Context: an optimization exercise on an open-source flow, tuned for small area, a short achievable clock period and few clock cycles. The choices shown serve that exercise and are no tape-out recipe. Only simulation tests tie the RTL to the original design; equivalence was not proved. Power figures rest on the tool's default switching activity, not on a simulated workload.

north:
## sdio_host_seq
module sdio_host_seq (
    input  wire        clk,
    input  wire        rst,           
    input  wire        gpio_irq,      
    input  wire        req_valid,
    output wire        req_ready,
    input  wire [3:0]  req_op,
    input  wire [31:0] req_arg0,
    input  wire [31:0] req_arg1,
    output wire        rsp_valid,
    output wire [2:0]  rsp_code,
    output reg  [31:0] rsp_value,
    output wire        cmd_valid,
    input  wire        cmd_ready,
    output reg         cmd_kind,      
    output reg  [31:0] cmd_arg,
    output reg         cmd_reg,       
    output wire [31:0] cmd_off,       
    output wire [31:0] cmd_wdata,     
    input  wire        bus_rsp_valid,
    input  wire        bus_rsp_fail,
    input  wire [7:0]  bus_rsp_data,
    input  wire [31:0] bus_rsp_word
);
Size in the first run: ~1100 cells after synthesis, roughly 250 I/O pins, roughly 8400 um2 of cells after synthesis.
==> flow/config.mk <==
export PLATFORM = sky130hd
export DESIGN_NAME = sdio_host_seq
export DESIGN_NICKNAME = sdio_host_seq
export VERILOG_FILES = /design/flow/design.v
export SDC_FILE = /design/flow/constraint.sdc
export NUM_CORES = 4
export LEC_CHECK = 0
export CAP_MARGIN = 20
export CORE_MARGIN = 2
export CORE_UTILIZATION = 40
export SETUP_SLACK_MARGIN = 4.1
export SLEW_MARGIN = 20
==> flow/constraint.sdc <==
create_clock -name core_clock -period 8.0 [get_ports {clk}]
set_input_delay 1.6000 -clock core_clock [delete_from_list [all_inputs] [get_ports {clk}]]
set_output_delay 1.6000 -clock core_clock [all_outputs]
set_load 0.01 [all_outputs]
standard.sh (not shown) runs the stock make flow with config.mk's settings and CLKGATE_MAP_FILE= SYNTH_SCRIPT=/design/flow/synth_recipe.tcl, a recipe that flattens the netlist after the stock synthesis.
==> flow/flow/run.sh <==
#!/bin/bash
# Standard layout, with the port buffers made from the smallest plain buffer cell.
set -euo pipefail
export BUFFER_PORTS_ARGS="-buffer_cell sky130_fd_sc_hd__buf_1"
bash standard.sh > standard.log 2>&1
north closes out successfully: all stages finished, all timing, DRC and antenna checks passed.
Testbench counts of north, summed over its fixed seeds: cycles 13,179.
> inputs changed (north -> south)
Settings: changing SETUP_SLACK_MARGIN from 4.1 to 4.0; setting PLACE_DENSITY to 0.75 for the first time; changing CORE_UTILIZATION from 40 to 60.
--- outcome ---
- north has a lower detailed-route vias per instance than south.
- On setup slack: between south and north, it ends up lower for south.
- Of the two candidates, north has the worse post-route cell area and south the better one.
- Critical-path maximum fanout: south vs north up 6
- Detailed-routed wire length on met3: south > north
- south vs. north: number of buffers added for setup after CTS barely changed, sequential power did not really move.
- south against north: power decreased by about 1% relative to the old numbers; fmax dropped about 0.33%; synthesized-area fraction occupied by and/or/nand/nor cells barely changed.
Input-level comparison between east and south:
Settings: PLACE_DENSITY removed (was 0.75); SETUP_SLACK_MARGIN changed from 4.0 to 3.9; CORE_UTILIZATION changed from 60 to 40.
### Flow results
Distinct cell type count after synthesis came out exactly the same in south and east. Portion of total power attributed to the clock network delta (east -> south): insignificant. The clock-buffer cell count in east sits 1 below the value recorded for south. Higher setup slack goes to south over east.
Setup changes, east to west
Settings: changing SETUP_SLACK_MARGIN from 3.9 to 4.0.
==> flow/flow/run.sh <==
#!/bin/bash
# Standard layout with two changes:
#  - the port buffers are made from the smallest plain buffer cell;
#  - the synthesis maps the logic with an area-oriented ABC script (flow/abc_area_deep.script)
#    in place of ORFS's speed script. Everything else in the synthesis is the standard flow's own script
#    (synth_recipe.tcl), so the registers and their names are those of the standard synthesis.
set -euo pipefail
here=$(pwd)
export BUFFER_PORTS_ARGS="-buffer_cell sky130_fd_sc_hd__buf_1"
export MY_ABC_SCRIPT="$here/flow/abc_area_deep.script"
{
  cat <<'EOT'
proc abc {args} {
  set i [lsearch -exact $args -script]
  if {$i >= 0} { lset args [expr {$i + 1}] $::env(MY_ABC_SCRIPT) }
  yosys abc {*}$args
}
EOT
  cat "$here/synth_recipe.tcl"
} > "$here/my_synth.tcl"
sed "s#$here/synth_recipe.tcl#$here/my_synth.tcl#g" standard.sh > my_standard.sh
grep -q my_synth.tcl my_standard.sh
bash my_standard.sh > standard.log 2>&1
==> flow/flow/abc_area_deep.script (new file) <==
strash
&get -n
&st
&dc2
&dch -f
&nf -a -R 1000
&st
&dc2
&dch -f
&nf -a -R 1000
&put
--- outcome ---
On clock network fraction of total power, east and west are neck and neck.
Compared with east, west ends up with a smaller final cell area.
The run with more routed wire is west, not east.
On sum of internal, switching and leakage power, west tracks east almost exactly.
Compared west vs east, and cell count after synthesis is down in west.
Against east, west reports a post-synthesis average cell area that is higher.

[re-timing with driven ports]
Ports are ideal in the flow. The routed layouts listed here were re-timed in OpenROAD. Step 1 (the two cells are an assumption about what drives the block):
set clk [get_ports {clk}]
set_driving_cell -lib_cell sky130_fd_sc_hd__clkbuf_16 $clk
set_driving_cell -lib_cell sky130_fd_sc_hd__buf_2 [delete_from_list [all_inputs] $clk]
Step 2, shift: input delay + t, output delay - t, t = (earliest + latest rising clock arrival at the registers) / 2. This alone moves slack from input paths to output paths. a / b / c = no drivers / after step 1 / after step 2; a / b = the first two.
run | t, ns | setup slack, ns | worst setup path after step 2 | worst register clock-pin slew, ns | pins driven straight from the clock port
north | 0.401 | 4.022 / 3.990 / 3.798 | input to register | 0.08 / 0.08 | 1
south | 0.402 | 4.008 / 3.964 / 3.746 | input to register | 0.08 / 0.08 | 1
east | 0.398 | 3.919 / 3.899 / 3.715 | input to register | 0.08 / 0.08 | 1
west | 0.410 | 3.946 / 3.899 / 3.719 | input to register | 0.08 / 0.08 | 1
After both steps setup and hold are still met in every run listed. For south, which loses most, drivers alone change the setup slack by -0.044 ns; drivers and shift together by -0.262 ns.
